What follows belongs to an exercise in optimizing a design on an open flow for small area, a short achievable clock period and few clock cycles; a production flow would make more cautious choices.
In this exercise RTL edits were held to simulation tests only and were not proved equivalent to the original.
Power is estimated from default activity; no workload was simulated.

===== design/flow/config.mk =====
export PLATFORM = sky130hd
export DESIGN_NAME = csc_msgcheck
export DESIGN_NICKNAME = csc_msgcheck
export VERILOG_FILES = /design/flow/design.v
export SDC_FILE = /design/flow/constraint.sdc
export NUM_CORES = 4
export LEC_CHECK = 0
export CAP_MARGIN = 20
export CORE_MARGIN = 2
export CORE_UTILIZATION = 40
export SLEW_MARGIN = 20

===== design/flow/constraint.sdc =====
create_clock -name core_clock -period 12.0 [get_ports {clk}]
set_input_delay 2.4000 -clock core_clock [delete_from_list [all_inputs] [get_ports {clk}]]
set_output_delay 2.4000 -clock core_clock [all_outputs]
set_load 0.01 [all_outputs]

===== design/flow/design.v =====
module csc_msgcheck (
    input  wire        clk,
    input  wire        rst,
    input  wire        in_valid,
    output wire        in_ready,
    input  wire [3:0]  in_dlc,         
    input  wire [4:0]  in_nsig,        
    input  wire [5:0]  in_start,       
    input  wire [6:0]  in_len,         
    input  wire        in_be,          
    input  wire [15:0] in_scale,       
    input  wire [63:0] in_min,         
    input  wire [63:0] in_max,         
    output reg         res_valid,
    output reg  [2:0]  res_code,
    output reg  [3:0]  res_s,
    output reg  [3:0]  res_aux
);
    localparam NSIG_MAX = 16;
    localparam [2:0] V_OK = 3'd0, V_RANGE = 3'd1, V_PLACEMENT = 3'd2,
                     V_OVERLAP = 3'd3, V_SCALE = 3'd4, V_MINMAX = 3'd5;
    localparam [2:0] S_HDR = 3'd0, S_SIG = 3'd1, S_PAIR = 3'd2, S_DONE = 3'd3;
    reg [2:0]  state;
    assign in_ready = (state == S_HDR) || (state == S_SIG);
    reg [3:0]  dlc;
    reg [4:0]  nsig;
    reg [4:0]  cnt;           
    reg        hdr_bad;
    reg [2:0]  sig_code;      
    reg [3:0]  sig_s;
    reg [5:0]  g_start [0:NSIG_MAX-1];
    reg [6:0]  g_len   [0:NSIG_MAX-1];
    reg        g_be    [0:NSIG_MAX-1];
    wire [7:0] in_end = {2'b00, in_start} + {1'b0, in_len};
    wire [6:0] dlc_bits = {dlc, 3'b000};
    reg  [2:0] in_code;
    always @* begin
        if (in_len == 7'd0 || in_len > 7'd64)
            in_code = V_RANGE;
        else if (in_end > {1'b0, dlc_bits})
            in_code = V_PLACEMENT;
        else if (in_scale == 16'd0)
            in_code = V_SCALE;
        else if ($signed(in_min) > $signed(in_max))
            in_code = V_MINMAX;
        else
            in_code = V_OK;
    end
    reg [3:0] pi, pj;
    function [63:0] ivmask(input [5:0] st, input [6:0] ln);
        reg [64:0] hi, lo;
        begin
            lo = 65'd1 << st;
            hi = 65'd1 << ({1'b0, st} + ln);
            ivmask = hi[63:0] - lo[63:0];
        end
    endfunction
    function [63:0] cellmask(input [63:0] iv, input be);
        integer b, k;
        begin
            for (b = 0; b < 8; b = b + 1)
                for (k = 0; k < 8; k = k + 1)
                    cellmask[8*b + k] = be ? iv[8*b + 7 - k] : iv[8*b + k];
        end
    endfunction
    wire [63:0] iv_i = ivmask(g_start[pi], g_len[pi]);
    wire [63:0] iv_j = ivmask(g_start[pj], g_len[pj]);
    wire [63:0] cl_i = cellmask(iv_i, g_be[pi]);
    wire [63:0] cl_j = cellmask(iv_j, g_be[pj]);
    wire        overlap = ((iv_i & iv_j) != 64'd0) || ((cl_i & cl_j) != 64'd0);
    task finish(input [2:0] code, input [3:0] s, input [3:0] aux);
        begin
            res_valid <= 1'b1;
            res_code  <= code;
            res_s     <= s;
            res_aux   <= aux;
            state     <= S_HDR;
        end
    endtask
    always @(posedge clk) begin
        if (rst) begin
            state     <= S_HDR;
            res_valid <= 1'b0;
            res_code  <= 3'd0;
            res_s     <= 4'd0;
            res_aux   <= 4'd0;
        end else begin
            res_valid <= 1'b0;
            case (state)
                S_HDR: if (in_valid) begin
                    dlc      <= in_dlc;
                    nsig     <= in_nsig;
                    hdr_bad  <= (in_dlc > 4'd8) || (in_nsig > NSIG_MAX);
                    cnt      <= 5'd0;
                    sig_code <= V_OK;
                    sig_s    <= 4'd0;
                    state    <= (in_nsig == 5'd0) ? S_DONE : S_SIG;
                end
                S_SIG: if (in_valid) begin
                    if (cnt < NSIG_MAX) begin
                        g_start[cnt[3:0]] <= in_start;
                        g_len[cnt[3:0]]   <= in_len;
                        g_be[cnt[3:0]]    <= in_be;
                    end
                    if (sig_code == V_OK && in_code != V_OK) begin
                        sig_code <= in_code;
                        sig_s    <= cnt[3:0];
                    end
                    cnt <= cnt + 5'd1;
                    if (cnt + 5'd1 == nsig)
                        state <= S_DONE;
                end
                S_DONE: begin
                    if (hdr_bad)
                        finish(V_RANGE, 4'd0, 4'd0);
                    else if (sig_code != V_OK)
                        finish(sig_code, sig_s, 4'd0);
                    else if (nsig < 5'd2)
                        finish(V_OK, 4'd0, 4'd0);
                    else begin
                        pi    <= 4'd0;
                        pj    <= 4'd1;
                        state <= S_PAIR;
                    end
                end
                S_PAIR: begin
                    if (overlap)
                        finish(V_OVERLAP, pi, pj);
                    else if ({1'b0, pj} == nsig - 5'd1) begin
                        if ({1'b0, pi} + 5'd2 == nsig)
                            finish(V_OK, 4'd0, 4'd0);
                        else begin
                            pi <= pi + 4'd1;
                            pj <= pi + 4'd2;
                        end
                    end else
                        pj <= pj + 4'd1;
                end
                default: state <= S_HDR;
            endcase
        end
    end
endmodule

===== design/flow/run.sh =====
#!/bin/bash
# synth_recipe.tcl (not shown) runs the flow's synth.tcl, then flattens the netlist and writes it again
# the make line also repeats each setting of config.mk as NAME=value (left out here)
make -C /OpenROAD-flow-scripts/flow DESIGN_CONFIG=/design/flow/config.mk WORK_HOME=/design/flow/orfs CLKGATE_MAP_FILE= SYNTH_SCRIPT=/design/flow/synth_recipe.tcl finish

==> run summary <==
CTS
The clock transition at the register clock pins on the worst setup and hold paths after CTS is 0.07 ns. TritonCTS built the clock tree. Buffers inserted during clock tree synthesis total 26. The number of gates resized after CTS is 0. The level count of the clock H-tree is 1. The count of hold-fix buffers inserted at cts is 0. The master cell of the clock root buffer is sky130_fd_sc_hd__clkbuf_16. The maximum number of buffers from clock root to sink is 3. The number of post-CTS setup repair buffers is 0. Clock tree synthesis found a total of 276 sinks. The later pin in the worst-skew pair is clocked with a latency of between 0.5 and 0.6 ns.

Layout
The multi-input logic area is a little over 20000 um2. After filler insertion, the fill cell instance count of the layout stands at between 7000 and 8000. In the final design database the tool counted 3882 nets. Cells with a size suffix above 1 make up 8.845% of the layout. The total inserted antenna cells is 0. The synthesis-to-finish area growth is 12.04%. The footprint of the flip-flops and latches is about 8100 um2.

Critical path
The cell type of the slowest stage on the worst timing path is sky130_fd_sc_hd__or4_1. In this run the worst path has a maximum fanout of 42. STA puts the critical path data required time at roughly 12 ns. The start-to-end type of the worst setup path is flop to flop. The critical path launch point type is a flop.

The endpoint arrival time on the critical path is about 10 ns. The endpoint type of the worst setup path is a flop. The peak per-stage delay on the critical path is 0.76 ns.

Power and ir drop
Power spread over the standard cell area amounts to about 100 nW/um2. The maximum vdd drop is about 0.13 mV. The total power draw is 0.003214 W. The leakage power figure is around 13 nW.

Synthesis
The post-synth design cell area is about 29000 um2. The number of synthesis warnings is 1. For this run, the leading register cell type out of synthesis is sky130_fd_sc_hd__edfxtp_1.

The register bit total from synthesis is approximately 280. The synthesized area divided by synthesized cell count is between 8 and 9 um2. Of the synthesized area, sequential elements account for between 20 and 30%.

For this run, asynchronously set or reset flops after synthesis account for 0%. The synthesized design contains around 250 enable-type register cells. The synthesized design spends more area on one cell type than any other, namely sky130_fd_sc_hd__edfxtp_1.

Sorting the synthesized cells by how often they occur yields sky130_fd_sc_hd__nand2_1, sky130_fd_sc_hd__nor2_1, sky130_fd_sc_hd__edfxtp_1, sky130_fd_sc_hd__a21oi_1, sky130_fd_sc_hd__ha_1. After synthesis, the largest area contributor takes up around 26% of total cell area. The library cell with the highest instance count after synthesis is sky130_fd_sc_hd__nand2_1. Yosys attributes the largest share of cell area to sky130_fd_sc_hd__edfxtp_1, sky130_fd_sc_hd__ha_1, sky130_fd_sc_hd__mux4_2. The number of unique standard cell types used by synthesis is 108. The synthesized netlist net count is 3818. Synthesis handed over a netlist of 3422 instances.

STA
The final worst clock skew is 0.009665 ns. The maximum operating frequency is about 0.1 GHz. Setup repair after global routing left no endpoint under its margin. Dividing the final minimum period by the clock period gives between 80% and 90%.

In the post-route analysis, the smallest setup slack over all paths is between 2 and 2.5 ns. The final setup TNS is 0 ns. The number of endpoints with negative hold slack in the final report is 0. The number of slew-limit violations in the final report is 0.

The setup-violating endpoint count in the final report is 0. The clock period could shrink to about 10 ns. The actual slew at the worst max-slew pin is between 0.9 and 1 ns. Headroom to the max-slew limit came out at between 30 and 40%.

Hold path
The path category of the worst min-delay check is flop to flop.

Floorplan
From left edge to right edge, the die measures around 280 um. The die is around 280 um tall. The cell row count is between 90 and 100. The initial utilization of the core area, before any placement, comes to between 40% and 50%. The core area is ~73000 um2. The die covers about 76000 um2. The I/O pin total is roughly 180.

Global routing
Global routing used between 20% and 30% of the available tracks. The initial antenna violation count is 1. The global-route wire length before repair is roughly 160 mm. The via count of the first global-routing pass was 27250. The remaining global-route overflow is 0. Entering global routing, the biggest net connects 43 pins.

Placed design
The number of buffers added on ports is approximately 180. At the placement stage, the worst setup path has a slack of approximately 2.3 ns. Routability-driven placement finished with a final weighted congestion of approximately 1.0. The HPWL after detailed placement is 85.54 mm.

Detailed routing
The detail route stage leaves a number of antenna-violating nets equal to 0. The detailed router finished its first iteration with between 3000 and 4000 violations. After detailed routing, the number of vias per cell comes to about 6.4. The first TritonRoute pass finished after 6 iterations.

After detailed routing, the total wire length is between 100 and 150 mm. The total via count after detailed routing is 28710. After detailed routing, the number of remaining DRC violations is 0. Dividing the detail-routed wire length by the instance count gives between 20 and 25 um.

Run status
The flow ran to the end and the layout has no timing, DRC or antenna violations.

Job
The count of max-cap constraint violations is 0.
state kept, by name (all words and copies together) (netlist names), 2 cells and up, named ones only:
| name | flops |
|---|---|
| dlc | 4 |
| g_len | 112 |
| res_s | 4 |
| state | 2 |
| cnt | 5 |
| sig_s | 4 |
| res_aux | 4 |
| sig_code | 3 |
| pi | 4 |
| g_be | 16 |
| pj | 4 |
| g_start | 96 |
| res_code | 3 |
| nsig | 5 |
metal layers:
| metal | share of wire [%] | track usage [%] |
|---|---|---|
| met1 | 42 | 37.29 |
| met2 | 47 | 47.01 |
| met3 | 7.7 | 3.384 |
| met4 | 3.7 | 9.346 |
| met5 | 0 | 0 |
cells by family (layout without fill, tap and decap cells):
family	count (synthesis)	count (layout)	synth area share, %
compound gates	930	930	21.27
fa+ha+maj	226	226	9.715
flops	276	276	27.35
xor+xnor	114	114	3.411
buf+inv	320	403	4.442
simple gates	1378	1378	22.67
mux	178	178	11.14
final cells by class:
class,instances,area share (%)
clock buffer,28,2.056
sequential,276,24.45
multi-input combinational,2826,61.14
timing repair buffer,225,6.482
inverter,131,1.488
clock inverter,19,0.7572
tap,959,3.631
power breakdown:
| group | total [W] | switching (W) | leakage (nW) | internal (W) |
|---|---|---|---|---|
| clock network | 0.000899 | 0.000376 | 0.448 | 0.000523 |
| logic | 0.00125 | 0.000768 | 10.3 | 0.000481 |
| registers | 0.00107 | 0.00000956 | 2.47 | 0.00106 |
through the flow:
| stage | instance area, um2 | hold WS [ns] | util (%) | cells |
|---|---|---|---|---|
| after CTS | 33040 | 0.5012 | 45.28 | 4463 |
| after global routing | 33050 | 0.5328 | 45.30 | 4464 |
| after detailed placement | 32110 | 0.4874 | 44.01 | 4416 |
| after global placement | 32100 | 0.4820 | 44.00 | 4416 |
| after floorplan | 29490 | 0.4995 | - | 3422 |
| final | 33050 | 0.4908 | 45.30 | 4464 |
layout by cell type (no fill, tap or decap), types with 40 or more instances in the layout:
| cell type | n |
|---|---|
| sky130_fd_sc_hd__o211ai_1 | 40 |
| sky130_fd_sc_hd__ha_1 | 221 |
| sky130_fd_sc_hd__o21a_1 | 40 |
| sky130_fd_sc_hd__mux4_2 | 117 |
| sky130_fd_sc_hd__a211oi_1 | 50 |
| sky130_fd_sc_hd__xnor2_1 | 77 |
| sky130_fd_sc_hd__a21o_1 | 56 |
| sky130_fd_sc_hd__nor3_1 | 82 |
| sky130_fd_sc_hd__inv_1 | 129 |
| sky130_fd_sc_hd__mux2i_1 | 41 |
| sky130_fd_sc_hd__nand4_1 | 115 |
| sky130_fd_sc_hd__edfxtp_1 | 254 |
| sky130_fd_sc_hd__nor2b_1 | 41 |
| sky130_fd_sc_hd__nand3_1 | 94 |
| sky130_fd_sc_hd__o21ai_0 | 161 |
| sky130_fd_sc_hd__nand2_1 | 405 |
| sky130_fd_sc_hd__buf_4 | 42 |
| sky130_fd_sc_hd__nor2_1 | 355 |
| sky130_fd_sc_hd__clkdlybuf4s50_1 | 182 |
| sky130_fd_sc_hd__a21oi_1 | 252 |
| sky130_fd_sc_hd__and2_1 | 42 |
final timing paths:
check                            startpoint           to  slack (ns)  depth (start not counted)
worst min-delay path            res_code[0]  res_code[0]        0.49                          2
worst max register to register         flop     res_s[3]        2.15                         26
worst min register to register  res_code[0]  res_code[0]        0.49                          2
worst max-delay path                   flop     res_s[3]        2.15                         26
worst max-delay path, delay by kind of cell, from the launching register on:
kind | cells | cell delay [ns]
and+or+nand+nor | 8 | 3.47
muxes | 1 | 0.41
adders and majority gates | 2 | 0.84
xor gates and xnor gates | 2 | 0.48
DFF | 1 | 0.49
AOI/OAI and AO/OA | 11 | 3.14
buffers and inverters | 2 | 0.81
Testbench counts, summed over its fixed seeds: cycles 40,846.

[port drivers added, routing unchanged]
No port has a modelled driver above. Below, the same layout with a new extraction and two added sets of constraints. Step 1: set_driving_cell puts a clkbuf_16 on clk and a buf_2 on each other input, an assumption about the parent block. Step 2 adds t to the input delays and takes it off the output delays; t is the mean of the earliest and latest rising clock arrival at the registers after step 1. Input paths then give back, and output paths get back, about the clock's delay inside the block. a / b / c = ideal ports / drivers / drivers and shift; a / b = the first two.
shift t [ns]: 0.589
setup slack, ns: 2.155 / 2.155 / 2.155
worst hold slack (ns): 0.491 / 0.491 / 0.491
worst register clock-pin slew, ns: 0.07 / 0.07
worst slew at a driven data input, ns: 0.06
After both steps this run still meets setup and hold. The setup slack of this run moves by 0.000 ns with the drivers and by 0.000 ns with both steps.
